Source: an optimization exercise on an open RTL-to-GDS flow (aim: small area). Production flows keep margins and buffers that such runs may drop. Function was checked by simulation only, so behaviour that the tests miss may differ from the original. The flow treats the clock pin as an ideal source, which a real chip does not have. Power and IR drop assume default switching activity.

Setup of garnet:
==> flow/design.v <==
module dht_reading (
    input  wire [39:0] frame,
    input  wire [2:0]  rh,         
    input  wire [2:0]  rt,         
    input  wire        unit,       
    output wire [15:0] hum_raw,
    output wire        temp_sign,
    output wire [14:0] temp_mag,
    output wire [15:0] hum_out,    
    output wire [17:0] temp_out    
);
    assign hum_raw   = frame[39:24];
    assign temp_sign = frame[23];
    assign temp_mag  = frame[22:8];
    function [16:0] sub17(input [16:0] a, input [16:0] b);
        integer k;
        reg w;
        begin
            w = 1'b0;
            for (k = 0; k < 17; k = k + 1) begin
                sub17[k] = a[k] ^ b[k] ^ w;
                w = (~a[k] & b[k]) | (~(a[k] ^ b[k]) & w);
            end
        end
    endfunction
    function [16:0] add17(input [16:0] a, input [16:0] b, input ci);
        integer k;
        reg c;
        begin
            c = ci;
            for (k = 0; k < 17; k = k + 1) begin
                add17[k] = a[k] ^ b[k] ^ c;
                c = (a[k] & b[k]) | (c & (a[k] ^ b[k]));
            end
        end
    endfunction
    wire [16:0] hq = sub17({2'd0, hum_raw[15:1]}, {14'd0, rh});
    assign hum_out = {hq[14:0], 1'b0};
    wire        s  = temp_sign;
    wire [3:0]  v  = s ? {1'b0, rt} + 4'd5 : {1'b0, rt};
    wire [16:0] x  = sub17({3'd0, temp_mag[14:1]}, {13'd0, v});
    wire [11:0] c;
    wire [12:0] br;
    assign c[0] = x[0];
    assign c[1] = x[1];
    assign br[2] = 1'b0;
    genvar i;
    generate
        for (i = 2; i < 12; i = i + 1) begin : g_div5
            assign c[i]    = x[i] ^ c[i-2] ^ br[i];
            assign br[i+1] = (~x[i] & c[i-2]) | (~(x[i] ^ c[i-2]) & br[i]);
        end
    endgenerate
    wire [16:0] k  = add17({5'd0, c}, {11'd0, 4'd10, s, 1'b0}, 1'b0);
    wire [16:0] p  = unit ? {1'b0, k[11:0], 2'b00} : {14'd0, s, 2'b00};
    wire [16:0] w  = add17(x, p, 1'b0);
    assign temp_out = {w ^ {17{s}}, 1'b0};
endmodule
module dht_fsm (
    input  wire        clk,
    input  wire        rst,         
    input  wire [1:0]  cmd,         
    input  wire        unit,        
    input  wire        line_in,     
    input  wire [31:0] now,         
    output wire        line_dir,    
    output wire        line_drv,    
    output wire        busy,
    output wire [2:0]  err_out,
    output wire [39:0] frame_out,
    output wire [15:0] hum_raw,
    output wire        temp_sign,
    output wire [14:0] temp_mag,
    output wire [15:0] hum_out,
    output wire [17:0] temp_out
);
    localparam [2:0] IDLE         = 3'd0,
                     START_LOW    = 3'd1,
                     ACK_WAIT_LOW = 3'd2,
                     ACK_LOW      = 3'd3,
                     ACK_HIGH     = 3'd4,
                     BIT_LOW      = 3'd5,
                     BIT_HIGH     = 3'd6,
                     VALIDATE     = 3'd7;
    reg [39:0] frame;
    reg [31:0] acc;
    reg [7:0]  ck_sum;
    reg        ck_bad;
    reg [31:0] t_start;
    reg [2:0]  err;
    reg [2:0]  phase;
    reg [5:0]  bitcnt;
    reg [2:0]  rh_acc, rt_acc;
    reg [2:0]  rh, rt;
    wire [31:0] e;
    wire [32:0] bw;
    assign bw[0] = 1'b0;
    genvar i;
    generate
        for (i = 0; i < 32; i = i + 1) begin : g_sub
            assign e[i]    = now[i] ^ t_start[i] ^ bw[i];
            assign bw[i+1] = (~now[i] & t_start[i]) | (~(now[i] ^ t_start[i]) & bw[i]);
        end
    endgenerate
    wire hi11 = |e[31:11];            
    wire hi7  = hi11 | (|e[10:7]);    
    wire ge2000 = hi11 | (&e[10:6] & (e[5] | e[4]));
    wire ge40   = hi7 | e[6] | (e[5] & (e[4] | e[3]));
    wire ge100  = hi7 | (e[6] & e[5] & (e[4] | e[3] | e[2]));
    wire ge66   = hi7 | (e[6] & (e[5] | e[4] | e[3] | e[2] | e[1]));
    wire ge20   = hi7 | e[6] | e[5] | (e[4] & (e[3] | e[2]));
    wire gt100  = hi7 | (e[6] & e[5] & (e[4] | e[3] | (e[2] & (e[1] | e[0]))));
    wire sym    = e[6] | (e[5] & e[4] & (e[3] | e[2] | e[1]));    
    wire bad    = ~ge20 | gt100;
    wire       ck_add   = ~bitcnt[5];                  
    wire       ck_first = (bitcnt[5:3] == 3'd0);       
    wire [7:0] ck_u;
    wire [7:0] ck_c;
    assign ck_u[7] = ck_first ? sym : ck_sum[7] ^ (sym & ck_add);
    assign ck_c[7] = ~ck_first & ck_add & ck_sum[7] & sym;
    generate
        for (i = 0; i < 7; i = i + 1) begin : g_ck
            wire cin = ((i == 0) ? ck_c[7] : ck_c[i-1]) & (bitcnt[2:0] > i);
            assign ck_u[i] = ck_sum[i] ^ cin;
            assign ck_c[i] = ck_sum[i] & cin;
        end
    endgenerate
    wire [7:0] ck_next    = {ck_u[6:0], ck_u[7]};
    wire       ck_bad_bit = sym ^ ck_sum[7];
    wire       ck_ok      = ~ck_bad;
    wire shift = (phase == BIT_HIGH) & ~line_in & ~bad;
    function [2:0] m5step(input [2:0] r, input b);
        case ({r, b})
            4'b000_0: m5step = 3'd0; 4'b000_1: m5step = 3'd1;
            4'b001_0: m5step = 3'd2; 4'b001_1: m5step = 3'd3;
            4'b010_0: m5step = 3'd4; 4'b010_1: m5step = 3'd0;
            4'b011_0: m5step = 3'd1; 4'b011_1: m5step = 3'd2;
            4'b100_0: m5step = 3'd3; 4'b100_1: m5step = 3'd4;
            default:  m5step = 3'bxxx;
        endcase
    endfunction
    always @(posedge clk) begin
        if (shift) begin
            ck_sum <= ck_next;
            if (!bitcnt[5])
                acc    <= {acc[30:0], sym};
            else
                ck_bad <= ((bitcnt[2:0] == 3'd0) ? 1'b0 : ck_bad) | ck_bad_bit;
            bitcnt <= bitcnt + 6'd1;
            if (bitcnt < 6'd15)
                rh_acc <= m5step((bitcnt == 6'd0) ? 3'd0 : rh_acc, sym);
            if (bitcnt >= 6'd17 && bitcnt <= 6'd30)
                rt_acc <= m5step((bitcnt == 6'd17) ? 3'd0 : rt_acc, sym);
        end else if (phase == ACK_HIGH)
            bitcnt <= 6'd0;
    end
    reg line_go, tmo;
    always @* begin
        line_go = 1'b0;
        tmo     = 1'b0;
        case (phase)
            START_LOW:    begin line_go = ge2000;   tmo = 1'b0;  end
            ACK_WAIT_LOW: begin line_go = ~line_in; tmo = ge40;  end
            ACK_LOW:      begin line_go = line_in;  tmo = ge100; end
            ACK_HIGH:     begin line_go = ~line_in; tmo = ge100; end
            BIT_LOW:      begin line_go = line_in;  tmo = ge66;  end
            BIT_HIGH:     begin line_go = ~line_in; tmo = ~line_in & bad; end
            default:      begin line_go = 1'b1;     tmo = 1'b0;  end
        endcase
    end
    always @(posedge clk)
        if (line_go | tmo)
            t_start <= now;
    always @(posedge clk) begin
        if (rst) begin
            frame <= 40'd0;
            rh    <= 3'd0;
            rt    <= 3'd0;
            err   <= 3'd0;
            phase <= IDLE;
        end else begin
            case (phase)
                IDLE: begin
                    if (cmd == 2'b01)
                        phase <= START_LOW;
                    else if (cmd == 2'b10)
                        err <= 3'd0;
                end
                VALIDATE: begin
                    if (ck_ok) begin
                        frame <= {acc, ck_sum};
                        rh    <= rh_acc;
                        rt    <= rt_acc;
                    end else
                        err <= 3'd3;
                    phase <= IDLE;
                end
                default: begin
                    if (tmo) begin
                        phase <= IDLE;
                        case (phase)
                            BIT_LOW:  err <= 3'd1;
                            BIT_HIGH: err <= 3'd2;
                            default:  err <= 3'd4;
                        endcase
                    end else if (line_go)
                        phase <= (phase == BIT_HIGH) ? ((bitcnt == 6'd39) ? VALIDATE : BIT_LOW)
                                                     : phase + 3'd1;
                end
            endcase
        end
    end
    assign line_dir  = (phase == START_LOW);
    assign line_drv  = (phase != START_LOW);
    assign busy      = (phase != IDLE);
    assign err_out   = err;
    assign frame_out = frame;
    dht_reading u_reading (
        .frame     (frame),
        .rh        (rh),
        .rt        (rt),
        .unit      (unit),
        .hum_raw   (hum_raw),
        .temp_sign (temp_sign),
        .temp_mag  (temp_mag),
        .hum_out   (hum_out),
        .temp_out  (temp_out)
    );
endmodule
==> flow/config.mk <==
export PLATFORM = sky130hd
export DESIGN_NAME = dht_fsm
export DESIGN_NICKNAME = dht_fsm
export VERILOG_FILES = /design/flow/design.v
export SDC_FILE = /design/flow/constraint.sdc
export NUM_CORES = 4
export LEC_CHECK = 0
export CAP_MARGIN = 0
export CORE_MARGIN = 2
export CORE_UTILIZATION = 70
export SLEW_MARGIN = 0
==> flow/constraint.sdc <==
create_clock -name core_clock -period 20.0 [get_ports {clk}]
set_input_delay 4.0000 -clock core_clock [delete_from_list [all_inputs] [get_ports {clk}]]
set_output_delay 4.0000 -clock core_clock [all_outputs]
set_load 0.01 [all_outputs]
standard.sh (not shown) runs the stock make flow with config.mk's settings and CLKGATE_MAP_FILE= SYNTH_SCRIPT=/design/flow/synth_recipe.tcl, a recipe that flattens the netlist after the stock synthesis.
==> flow/flow/run.sh <==
#!/bin/bash
# Layout flow: the standard ORFS flow with three changes.
#  1. Synthesis: the standard flow's synthesis script, except that only full adders
#     (not half adders) are extracted into fa cells and ABC maps with an
#     area-oriented script (flow/abc_area.script). Registers are inferred and
#     mapped by the unchanged steps before ABC, so they match the standard
#     synthesis.
#  2. Port buffers use the smallest buffer cell (buf_1).
#  3. Clock tree: clkbuf_8 buffers, no dummy loads; after CTS each clock
#     buffer is downsized while the estimated flip-flop clock-pin slew stays
#     under 110 ps (flow/downsize_clk.tcl).
# Each tool's output goes to a log of its own here and under orfs/logs.
set -o pipefail
HERE=$(pwd)
export BUFFER_PORTS_ARGS="-buffer_cell sky130_fd_sc_hd__buf_1"
export POST_CTS_TCL="$HERE/flow/downsize_clk.tcl"
export CLK_SLEW_EST_LIMIT=0.110
export CTS_ARGS="-sink_clustering_enable -repair_clock_nets -buf_list sky130_fd_sc_hd__clkbuf_8 -dont_use_dummy_load"

SYN=$FLOW_HOME/scripts/synth.tcl
sed "s|extract_fa {\*}\[dont_use_extract_fa_args\]|extract_fa -fa|; s|log_cmd abc {\*}\$abc_args|log_cmd abc -script $HERE/flow/abc_area.script {*}[lrange \$abc_args 2 end]|" "$SYN" > own_synth_core.tcl
sed "s|source \$::env(SCRIPTS_DIR)/synth.tcl|source $HERE/own_synth_core.tcl|" synth_recipe.tcl > own_synth.tcl
grep -q "extract_fa -fa" own_synth_core.tcl || { echo "synth patch failed" > synth.log; exit 1; }
grep -q "abc_area.script" own_synth_core.tcl || { echo "synth patch failed" > synth.log; exit 1; }
grep -q "own_synth_core.tcl" own_synth.tcl || { echo "synth patch failed" > synth.log; exit 1; }

MK=$(grep '^make ' standard.sh | sed "s|SYNTH_SCRIPT=[^ ]*|SYNTH_SCRIPT=$HERE/own_synth.tcl|; s|\"\${@:-finish}\"|synth|")
echo "$MK" > synth_cmd.log
eval "$MK" > synth.log 2>&1 || exit 1
bash standard.sh finish > standard.log 2>&1
==> flow/flow/abc_area.script <==
strash
&get -n
&st
&deepsyn -I 20 -J 5
&dch -f
&nf -p
&put
strash
&get -n
&st
&deepsyn -I 20 -J 5
&dch -f
&nf -p
&put
strash
&get -n
&st
&deepsyn -I 20 -J 5
&dch -f
&nf -p
&put
strash
&get -n
&st
&deepsyn -I 20 -J 5
&dch -f
&nf -p
&put
Other scripts of this flow, unchanged in this note and not shown: flow/flow/downsize_clk.tcl
garnet finished end to end and its layout was clean on timing, DRC and antenna.
Here is what was changed in the inputs of zinc compared with garnet.
==> flow/flow/abc_area.script <==
strash
&get -n
&st
&deepsyn -I 20 -J 5
&dch -f
&nf -p
&put
strash
&get -n
&st
&deepsyn -I 20 -J 5
&dch -f
&nf -p
&put
### Flow results
Comparing garnet and zinc, the lower combined area of the multi-input logic cells is on garnet. [compare] base=garnet new=zinc: final cell count fell by 6, portion of the layout cell area used by non-clock buffers stayed essentially flat, proportion of power drawn by combinational gates rose by 0.4 points, total wirelength of the detailed-routed design fell by 280 um, clock skew rose by 0.023 ns. Worst-case setup margin in the final layout ends up higher on zinc. zinc against garnet: via count went down by 88, share of the final layout cell area in multi-input gates went up by 0.26 points, area of placed instances was more or less identical.

[what the ideal ports hide]
The flow's constraints put no driver on any port. The routed layouts listed below were extracted and timed again, unchanged, in two steps.
Step 1, drivers: a clkbuf_16 drives clk and a buf_2 each remaining input, both assumed.
Step 2 also shifts input and output timing later by t, the mid clock arrival at the registers, as if the neighbouring blocks saw the same clock.
a / b / c = no drivers / after step 1 / after step 2; a / b = the first two.
run	t (ns)	setup WS [ns]	clock arrival spread, ns	pins driven straight from the clock port
garnet	0.647	3.119 / 3.127 / 2.480	0.053 / 0.053	1
zinc	0.654	3.369 / 3.373 / 2.719	0.076 / 0.076	1
After both steps every run listed still meets setup and hold. For zinc, which loses most, drivers alone change the setup slack by +0.004 ns; drivers and shift together by -0.650 ns.
